This is an optimization exercise on Yosys and OpenROAD, whose aim is small area, a short achievable clock period and few clock cycles per item, not a production implementation. In this exercise RTL edits were held to simulation tests only and were not proved equivalent to the original. Power and IR drop assume default switching activity.

==> inputs of v34 <==
==> flow/design.v <==
module twn_round_f (
    input  wire [23:0] x,
    input  wire [23:0] key,
    output wire [23:0] f
);
    wire [23:0] rot1 = {x[22:0], x[23]};
    wire [23:0] rot2 = {x[21:0], x[23:22]};
    wire [23:0] rot8 = {x[15:0], x[23:16]};
    assign f = (rot1 & rot8) ^ rot2 ^ key;
endmodule
module twn_diffuser #(
    parameter integer FIRST = 0,
    parameter integer COUNT = 8
) (
    input  wire        inv,
    input  wire [47:0] x,
    output wire [47:0] y
);
    wire [23:0] l [0:COUNT];
    wire [23:0] r [0:COUNT];
    assign l[0] = x[47:24];
    assign r[0] = x[23:0];
    genvar i;
    generate
        for (i = 0; i < COUNT; i = i + 1) begin : g_round
            localparam [23:0] KEY_FWD = 24'h9E3779 * (FIRST + i + 1);
            localparam [23:0] KEY_INV = 24'h9E3779 * (8 - FIRST - i);
            wire [23:0] f;
            twn_round_f u_f (.x(r[i]), .key(inv ? KEY_INV : KEY_FWD), .f(f));
            assign l[i+1] = r[i];
            assign r[i+1] = l[i] ^ f;
        end
    endgenerate
    assign y = {l[COUNT], r[COUNT]};
endmodule
module twn_bitpacker (
    input  wire        clk,
    input  wire        rst,
    input  wire        en,         
    input  wire [1:0]  op,         
    input  wire        rd_sel,     
    input  wire [7:0]  imm,
    input  wire [63:0] a,
    output reg  [3:0]  status,
    output wire [63:0] rd_bits,    
    output wire [31:0] stat_word   
);
    localparam [3:0] ST_OK        = 4'd0;
    localparam [3:0] ST_OVERFLOW  = 4'd1;
    localparam [3:0] ST_UNDERFLOW = 4'd2;
    localparam [3:0] ST_TOO_WIDE  = 4'd3;
    localparam [3:0] ST_RANGE     = 4'd4;
    localparam [1:0] OP_INIT   = 2'd0;
    localparam [1:0] OP_APPEND = 2'd1;
    localparam [1:0] OP_READ   = 2'd2;
    localparam [1:0] OP_STAT   = 2'd3;
    reg [143:0] buf_q;
    reg [7:0]   wp_q;
    reg [7:0]   avail_q;
    reg [7:0]   free_q;
    integer j, k;
    wire        width_bad = (imm == 8'd0) || (imm > 8'd64);
    reg  [63:0] therm;
    reg  [63:0] lmask;
    integer b;
    always @(*) begin
        therm = 64'd0;
        for (b = 0; b < 6; b = b + 1)
            for (j = (1 << (b + 1)) - 1; j >= 0; j = j - 1)
                if (j >= (1 << b))
                    therm[j] = imm[b] & therm[j - (1 << b)];
                else
                    therm[j] = imm[b] | therm[j];
        lmask = therm | {64{imm[6]}};
    end
    wire        too_wide  = ((a & ~lmask) != 64'd0);
    wire [8:0]  free_rem  = {1'b0, free_q}  - {1'b0, imm};
    wire [8:0]  avail_rem = {1'b0, avail_q} - {1'b0, imm};
    wire        overflow  = free_rem[8];
    wire        underflow = avail_rem[8];
    always @(*) begin
        status = ST_OK;
        case (op)
            OP_INIT: begin
                if (imm > 8'd144) status = ST_RANGE;
            end
            OP_APPEND: begin
                if (width_bad)     status = ST_RANGE;
                else if (too_wide) status = ST_TOO_WIDE;
                else if (overflow) status = ST_OVERFLOW;
            end
            OP_READ: begin
                if (width_bad)      status = ST_RANGE;
                else if (underflow) status = ST_UNDERFLOW;
            end
            default: ;
        endcase
    end
    wire ok = en && (status == ST_OK);
    always @(posedge clk) begin
        if (rst) begin
            wp_q    <= 8'd0;
            avail_q <= 8'd0;
            free_q  <= 8'd0;
        end else if (ok) begin
            case (op)
                OP_INIT: begin
                    wp_q    <= 8'd0;
                    avail_q <= 8'd0;
                    free_q  <= imm;
                end
                OP_APPEND: begin
                    wp_q    <= wp_q + imm;
                    avail_q <= avail_q + imm;
                    free_q  <= free_rem[7:0];
                end
                OP_READ: avail_q <= avail_rem[7:0];
                default: ;
            endcase
        end
    end
    wire [7:0] base = rd_sel ? avail_q : 8'd144;
    reg  [7:0] amt;
    reg        borrow;
    always @(*) begin
        borrow = 1'b0;
        for (k = 0; k < 8; k = k + 1) begin
            amt[k] = base[k] ^ imm[k] ^ borrow;
            borrow = (base[k] ~^ imm[k]) ? borrow : imm[k];
        end
    end
    function automatic [143:0] rotr144(input [143:0] v, input integer s);
        rotr144 = (v >> s) | (v << (144 - s));
    endfunction
    reg [143:0] rot;
    always @(*) begin
        rot = buf_q;
        for (k = 0; k < 8; k = k + 1)
            if (amt[k])
                rot = rotr144(rot, (1 << k) % 144);
    end
    always @(posedge clk) begin
        if (ok && op == OP_APPEND && !rst)
            buf_q <= {rot[143:64], (rot[63:0] & ~lmask) | a};
    end
    wire [7:0] rp_now  = wp_q - avail_q;
    wire [7:0] cap_now = wp_q + free_q;
    assign rd_bits   = rot[63:0];
    assign stat_word = {avail_q, cap_now, rp_now, wp_q};
endmodule
module twn_core (
    input  wire        clk,
    input  wire        rst,           
    input  wire        cmd_valid,
    output wire        cmd_ready,
    input  wire [15:0] cmd_cw,
    input  wire [63:0] cmd_a,
    output reg         rsp_valid,
    output reg  [3:0]  rsp_status,
    output wire [63:0] rsp_result
);
    localparam [3:0] ST_OK      = 4'd0;
    localparam [3:0] ST_RANGE   = 4'd4;
    localparam [3:0] ST_ILLEGAL = 4'd8;
    localparam integer SPLIT = 5;     
    wire [3:0] opc  = cmd_cw[15:12];
    wire [3:0] len  = cmd_cw[11:8];
    wire [7:0] imm  = cmd_cw[7:0];
    wire fmt_z_ok = (len == 4'd0) && (imm == 8'd0);
    wire fmt_i_ok = (len == 4'd0);
    wire is_nop  = (opc == 4'h0) && fmt_z_ok;
    wire is_init = (opc == 4'h6) && fmt_i_ok;
    wire is_app  = (opc == 4'h7) && fmt_i_ok;
    wire is_read = (opc == 4'h8) && fmt_i_ok;
    wire is_stat = (opc == 4'h9) && fmt_z_ok;
    wire is_fwd  = (opc == 4'hA) && fmt_z_ok;
    wire is_inv  = (opc == 4'hB) && fmt_z_ok;
    wire is_bp   = is_init || is_app || is_read || is_stat;
    wire is_diff = is_fwd || is_inv;
    assign cmd_ready = 1'b1;
    wire accept = cmd_valid;
    wire [1:0]  bp_op = is_init ? 2'd0 : is_app ? 2'd1 : is_read ? 2'd2 : 2'd3;
    wire [3:0]  bp_status;
    wire [63:0] rd_bits;
    wire [31:0] stat_word;
    twn_bitpacker u_bp (
        .clk    (clk),
        .rst    (rst),
        .en     (accept && is_bp),
        .op     (bp_op),
        .rd_sel (opc[3]),
        .imm    (imm),
        .a      (cmd_a),
        .status (bp_status),
        .rd_bits   (rd_bits),
        .stat_word (stat_word)
    );
    wire        inv_a      = opc[0];
    wire        diff_range = (cmd_a[63:48] != 16'd0);
    wire [47:0] diff_in    = inv_a ? {cmd_a[23:0], cmd_a[47:24]} : cmd_a[47:0];
    wire [47:0] diff_mid;
    twn_diffuser #(.FIRST(0), .COUNT(SPLIT)) u_diff_a (
        .inv (inv_a),
        .x   (diff_in),
        .y   (diff_mid)
    );
    reg [3:0] status;
    always @(*) begin
        if (is_bp)
            status = bp_status;
        else if (is_diff)
            status = diff_range ? ST_RANGE : ST_OK;
        else if (is_nop)
            status = ST_OK;
        else
            status = ST_ILLEGAL;
    end
    reg [63:0] res_q;       
    reg        diff_q;      
    reg        bp_q;        
    reg        rd_q;        
    reg [6:0]  w_q;         
    reg        inv_q;
    always @(posedge clk) begin
        if (rst)
            rsp_valid <= 1'b0;
        else
            rsp_valid <= accept;
        rsp_status <= status;
        res_q      <= opc[1] ? {16'd0, diff_mid} :
                      opc[0] ? {32'd0, stat_word} : rd_bits;
        diff_q     <= is_diff && !diff_range;
        bp_q       <= (is_read || is_stat) && (bp_status == ST_OK);
        rd_q       <= opc[3] && !opc[0];
        w_q        <= imm[6:0];
        inv_q      <= inv_a;
    end
    wire [47:0] diff_out;
    twn_diffuser #(.FIRST(SPLIT), .COUNT(8 - SPLIT)) u_diff_b (
        .inv (inv_q),
        .x   (res_q[47:0]),
        .y   (diff_out)
    );
    wire [47:0] diff_res = inv_q ? {diff_out[23:0], diff_out[47:24]} : diff_out;
    reg  [63:0] therm;
    integer b, j;
    always @(*) begin
        therm = 64'd0;
        for (b = 0; b < 6; b = b + 1)
            for (j = (1 << (b + 1)) - 1; j >= 0; j = j - 1)
                if (j >= (1 << b))
                    therm[j] = w_q[b] & therm[j - (1 << b)];
                else
                    therm[j] = w_q[b] | therm[j];
    end
    wire [63:0] keep = therm | {64{w_q[6] | !rd_q}};
    assign rsp_result = diff_q ? {16'd0, diff_res} : bp_q ? (res_q & keep) : 64'd0;
endmodule
==> flow/flow/run.sh <==
#!/bin/bash
# The standard layout, with the ports buffered by buf_2 cells instead of the
# buffer_ports default. Everything else is the standard flow's own flow (standard.sh).
set -euo pipefail
bash standard.sh "BUFFER_PORTS_ARGS=-buffer_cell sky130_fd_sc_hd__buf_2" finish > orfs_make.log 2>&1
==> flow/standard.sh <==
#!/bin/bash
# synth_recipe.tcl (not shown) runs the flow's synth.tcl, then flattens the netlist and writes it again
# the make line also repeats each setting of config.mk as NAME=value (left out here)
make -C /OpenROAD-flow-scripts/flow DESIGN_CONFIG=/design/flow/config.mk WORK_HOME=/design/flow/orfs CLKGATE_MAP_FILE= SYNTH_SCRIPT=/design/flow/synth_recipe.tcl "${@:-finish}"
==> flow/config.mk <==
export PLATFORM = sky130hd
export DESIGN_NAME = twn_core
export DESIGN_NICKNAME = twn_core
export VERILOG_FILES = /design/flow/design.v
export SDC_FILE = /design/flow/constraint.sdc
export NUM_CORES = 4
export LEC_CHECK = 0
export ABC_CLOCK_PERIOD_IN_PS = 4000
export CAP_MARGIN = 20
export CORE_MARGIN = 2
export CORE_UTILIZATION = 40
export SETUP_SLACK_MARGIN = 2.8
export SLEW_MARGIN = 20
==> flow/constraint.sdc <==
create_clock -name core_clock -period 8.0 [get_ports {clk}]
set_input_delay 1.6000 -clock core_clock [delete_from_list [all_inputs] [get_ports {clk}]]
set_output_delay 1.6000 -clock core_clock [all_outputs]
set_load 0.01 [all_outputs]
==> inputs of v36, as changes to v34 <==
==> flow/design.v, changed modules only <==
module twn_bitpacker (
    input  wire        clk,
    input  wire        rst,
    input  wire        en,         
    input  wire [1:0]  op,         
    input  wire        rd_sel,     
    input  wire [7:0]  imm,
    input  wire [63:0] a,
    output reg  [3:0]  status,
    output wire [63:0] result      
);
    localparam [3:0] ST_OK        = 4'd0;
    localparam [3:0] ST_OVERFLOW  = 4'd1;
    localparam [3:0] ST_UNDERFLOW = 4'd2;
    localparam [3:0] ST_TOO_WIDE  = 4'd3;
    localparam [3:0] ST_RANGE     = 4'd4;
    localparam [1:0] OP_INIT   = 2'd0;
    localparam [1:0] OP_APPEND = 2'd1;
    localparam [1:0] OP_READ   = 2'd2;
    localparam [1:0] OP_STAT   = 2'd3;
    reg [143:0] buf_q;
    reg [7:0]   wp_q;
    reg [7:0]   avail_q;
    reg [7:0]   free_q;
    integer j, k;
    wire        width_bad = (imm == 8'd0) || (imm > 8'd64);
    reg  [63:0] lmask;
    always @(*)
        for (j = 0; j < 64; j = j + 1)
            lmask[j] = imm[6] || (j < imm[5:0]);
    wire        too_wide  = ((a & ~lmask) != 64'd0);
    wire [8:0]  free_rem  = {1'b0, free_q}  - {1'b0, imm};
    wire [8:0]  avail_rem = {1'b0, avail_q} - {1'b0, imm};
    wire        overflow  = free_rem[8];
    wire        underflow = avail_rem[8];
    always @(*) begin
        status = ST_OK;
        case (op)
            OP_INIT: begin
                if (imm > 8'd144) status = ST_RANGE;
            end
            OP_APPEND: begin
                if (width_bad)     status = ST_RANGE;
                else if (too_wide) status = ST_TOO_WIDE;
                else if (overflow) status = ST_OVERFLOW;
            end
            OP_READ: begin
                if (width_bad)      status = ST_RANGE;
                else if (underflow) status = ST_UNDERFLOW;
            end
            default: ;
        endcase
    end
    wire ok = en && (status == ST_OK);
    always @(posedge clk) begin
        if (rst) begin
            wp_q    <= 8'd0;
            avail_q <= 8'd0;
            free_q  <= 8'd0;
        end else if (ok) begin
            case (op)
                OP_INIT: begin
                    wp_q    <= 8'd0;
                    avail_q <= 8'd0;
                    free_q  <= imm;
                end
                OP_APPEND: begin
                    wp_q    <= wp_q + imm;
                    avail_q <= avail_q + imm;
                    free_q  <= free_rem[7:0];
                end
                OP_READ: avail_q <= avail_rem[7:0];
                default: ;
            endcase
        end
    end
    wire [7:0] amt = rd_sel ? avail_rem[7:0] : (8'd144 - imm);
    function automatic [143:0] rotr144(input [143:0] v, input integer s);
        rotr144 = (v >> s) | (v << (144 - s));
    endfunction
    reg [143:0] rot;
    always @(*) begin
        rot = buf_q;
        for (k = 0; k < 8; k = k + 1)
            if (amt[k])
                rot = rotr144(rot, (1 << k) % 144);
    end
    always @(posedge clk) begin
        if (ok && op == OP_APPEND && !rst)
            buf_q <= {rot[143:64], (rot[63:0] & ~lmask) | a};
    end
    wire [7:0] rp_now  = wp_q - avail_q;
    wire [7:0] cap_now = wp_q + free_q;
    assign result = (op == OP_READ)  ? (rot[63:0] & lmask) :
                    (op == OP_STAT)  ? {32'd0, avail_q, cap_now, rp_now, wp_q} :
                                       64'd0;
endmodule
module twn_core (
    input  wire        clk,
    input  wire        rst,           
    input  wire        cmd_valid,
    output wire        cmd_ready,
    input  wire [15:0] cmd_cw,
    input  wire [63:0] cmd_a,
    output reg         rsp_valid,
    output reg  [3:0]  rsp_status,
    output wire [63:0] rsp_result
);
    localparam [3:0] ST_OK      = 4'd0;
    localparam [3:0] ST_RANGE   = 4'd4;
    localparam [3:0] ST_ILLEGAL = 4'd8;
    localparam integer SPLIT = 5;     
    wire [3:0] opc  = cmd_cw[15:12];
    wire [3:0] len  = cmd_cw[11:8];
    wire [7:0] imm  = cmd_cw[7:0];
    wire fmt_z_ok = (len == 4'd0) && (imm == 8'd0);
    wire fmt_i_ok = (len == 4'd0);
    wire is_nop  = (opc == 4'h0) && fmt_z_ok;
    wire is_init = (opc == 4'h6) && fmt_i_ok;
    wire is_app  = (opc == 4'h7) && fmt_i_ok;
    wire is_read = (opc == 4'h8) && fmt_i_ok;
    wire is_stat = (opc == 4'h9) && fmt_z_ok;
    wire is_fwd  = (opc == 4'hA) && fmt_z_ok;
    wire is_inv  = (opc == 4'hB) && fmt_z_ok;
    wire is_bp   = is_init || is_app || is_read || is_stat;
    wire is_diff = is_fwd || is_inv;
    assign cmd_ready = 1'b1;
    wire accept = cmd_valid;
    wire [1:0]  bp_op = is_init ? 2'd0 : is_app ? 2'd1 : is_read ? 2'd2 : 2'd3;
    wire [3:0]  bp_status;
    wire [63:0] bp_result;
    twn_bitpacker u_bp (
        .clk    (clk),
        .rst    (rst),
        .en     (accept && is_bp),
        .op     (bp_op),
        .rd_sel (opc[3]),
        .imm    (imm),
        .a      (cmd_a),
        .status (bp_status),
        .result (bp_result)
    );
    wire        inv_a      = opc[0];
    wire        diff_range = (cmd_a[63:48] != 16'd0);
    wire [47:0] diff_in    = inv_a ? {cmd_a[23:0], cmd_a[47:24]} : cmd_a[47:0];
    wire [47:0] diff_mid;
    twn_diffuser #(.FIRST(0), .COUNT(SPLIT)) u_diff_a (
        .inv (inv_a),
        .x   (diff_in),
        .y   (diff_mid)
    );
    reg [3:0] status;
    always @(*) begin
        if (is_bp)
            status = bp_status;
        else if (is_diff)
            status = diff_range ? ST_RANGE : ST_OK;
        else if (is_nop)
            status = ST_OK;
        else
            status = ST_ILLEGAL;
    end
    reg [63:0] res_q;       
    reg        diff_q;      
    reg        bp_q;        
    reg        inv_q;
    always @(posedge clk) begin
        if (rst)
            rsp_valid <= 1'b0;
        else
            rsp_valid <= accept;
        rsp_status <= status;
        res_q      <= is_diff ? {16'd0, diff_mid} : bp_result;
        diff_q     <= is_diff && !diff_range;
        bp_q       <= is_bp && (bp_status == ST_OK);
        inv_q      <= inv_a;
    end
    wire [47:0] diff_out;
    twn_diffuser #(.FIRST(SPLIT), .COUNT(8 - SPLIT)) u_diff_b (
        .inv (inv_q),
        .x   (res_q[47:0]),
        .y   (diff_out)
    );
    wire [47:0] diff_res = inv_q ? {diff_out[23:0], diff_out[47:24]} : diff_out;
    assign rsp_result = diff_q ? {16'd0, diff_res} : bp_q ? res_q : 64'd0;
endmodule
==> summary of the runs <==
- In v36 the hold slack is lower than in v34, by 0.079 ns.
- In v36 the synthesized cell count is lower than in v34, by 18%.
- Via count: v36 is lower than v34 (about 12%).
- In v34 the die area is larger than in v36, by 3.9%.
- Clock skew is about the same in v36 and v34.
- Between v34 and v36, the lower cell count is in v36 (gap about 15%, measured against v36).
- Cell area: v34 is lower than v36 (0.31%).
- Of v34 and v36, v34 has the higher flip-flop and latch count (gap 8).
==> figures <==
metric	v36	v34
Result of the run	complete, no violations	complete, no violations
Seq. cell area	6250 um2	6420 um2
Net switching power of the design	4440 uW	8570 uW
Slowest Stage Delay on Critical Path	0.56 ns	0.57 ns
Final critical-path required period	5.30 ns	5.30 ns
Worst hold slack after final layout	0.478 ns	0.556 ns
Count of clock tree sinks	240	248
Count of mapped cells out of synthesis	3,370	4,110
Area taken by multi-input logic gates	28,100 um2	28,200 um2
Adder and majority cell fraction of the synthesized area	2.55%	2.28%
Total Die Area	86,100 um2	89,500 um2
Max rail drop VDD	0.204 mV	0.443 mV
Count of cell types in the netlist	106	107
Fraction of synthesized area in multiplexers	38.6%	29.3%
Filler cell count in the final layout	7,651	8,504
PnR worst setup slack	2.70 ns	2.70 ns
Switching fraction of total power	46.2%	53.7%
Testbench counts of v34, summed over its fixed seeds: cycles 43,275, commands 43,267.
Testbench counts of v36, summed over its fixed seeds: cycles 43,275, commands 43,267.

-- separate check: timing with driven ports --
No port has a modelled driver above. Below, the same layouts with a new extraction and two added sets of constraints. Step 1: set_driving_cell puts a clkbuf_16 on clk and a buf_2 on each other input, an assumption about the parent block. Step 2 moves the port delays by t, midway between the first and last clock arrival at a register: inputs arrive t later, outputs are due t later. That takes back most of the time a late clock gives input paths. Slacks: ideal ports / drivers / drivers and shift; pairs: ideal ports / drivers.
run	t (ns)	slack for setup (ns)	worst setup path after step 2	latest minus earliest clock arrival (ns)	worst slew at a driven data input, ns
v34	0.647	2.696 / 2.740 / 2.093	input to register	0.038 / 0.038	0.06
v36	0.637	2.696 / 2.699 / 2.061	input to register	0.037 / 0.037	0.09
After both steps every run listed still meets setup and hold. The setup slack of v36, which loses most, moves by +0.003 ns with the drivers and by -0.635 ns with both steps.
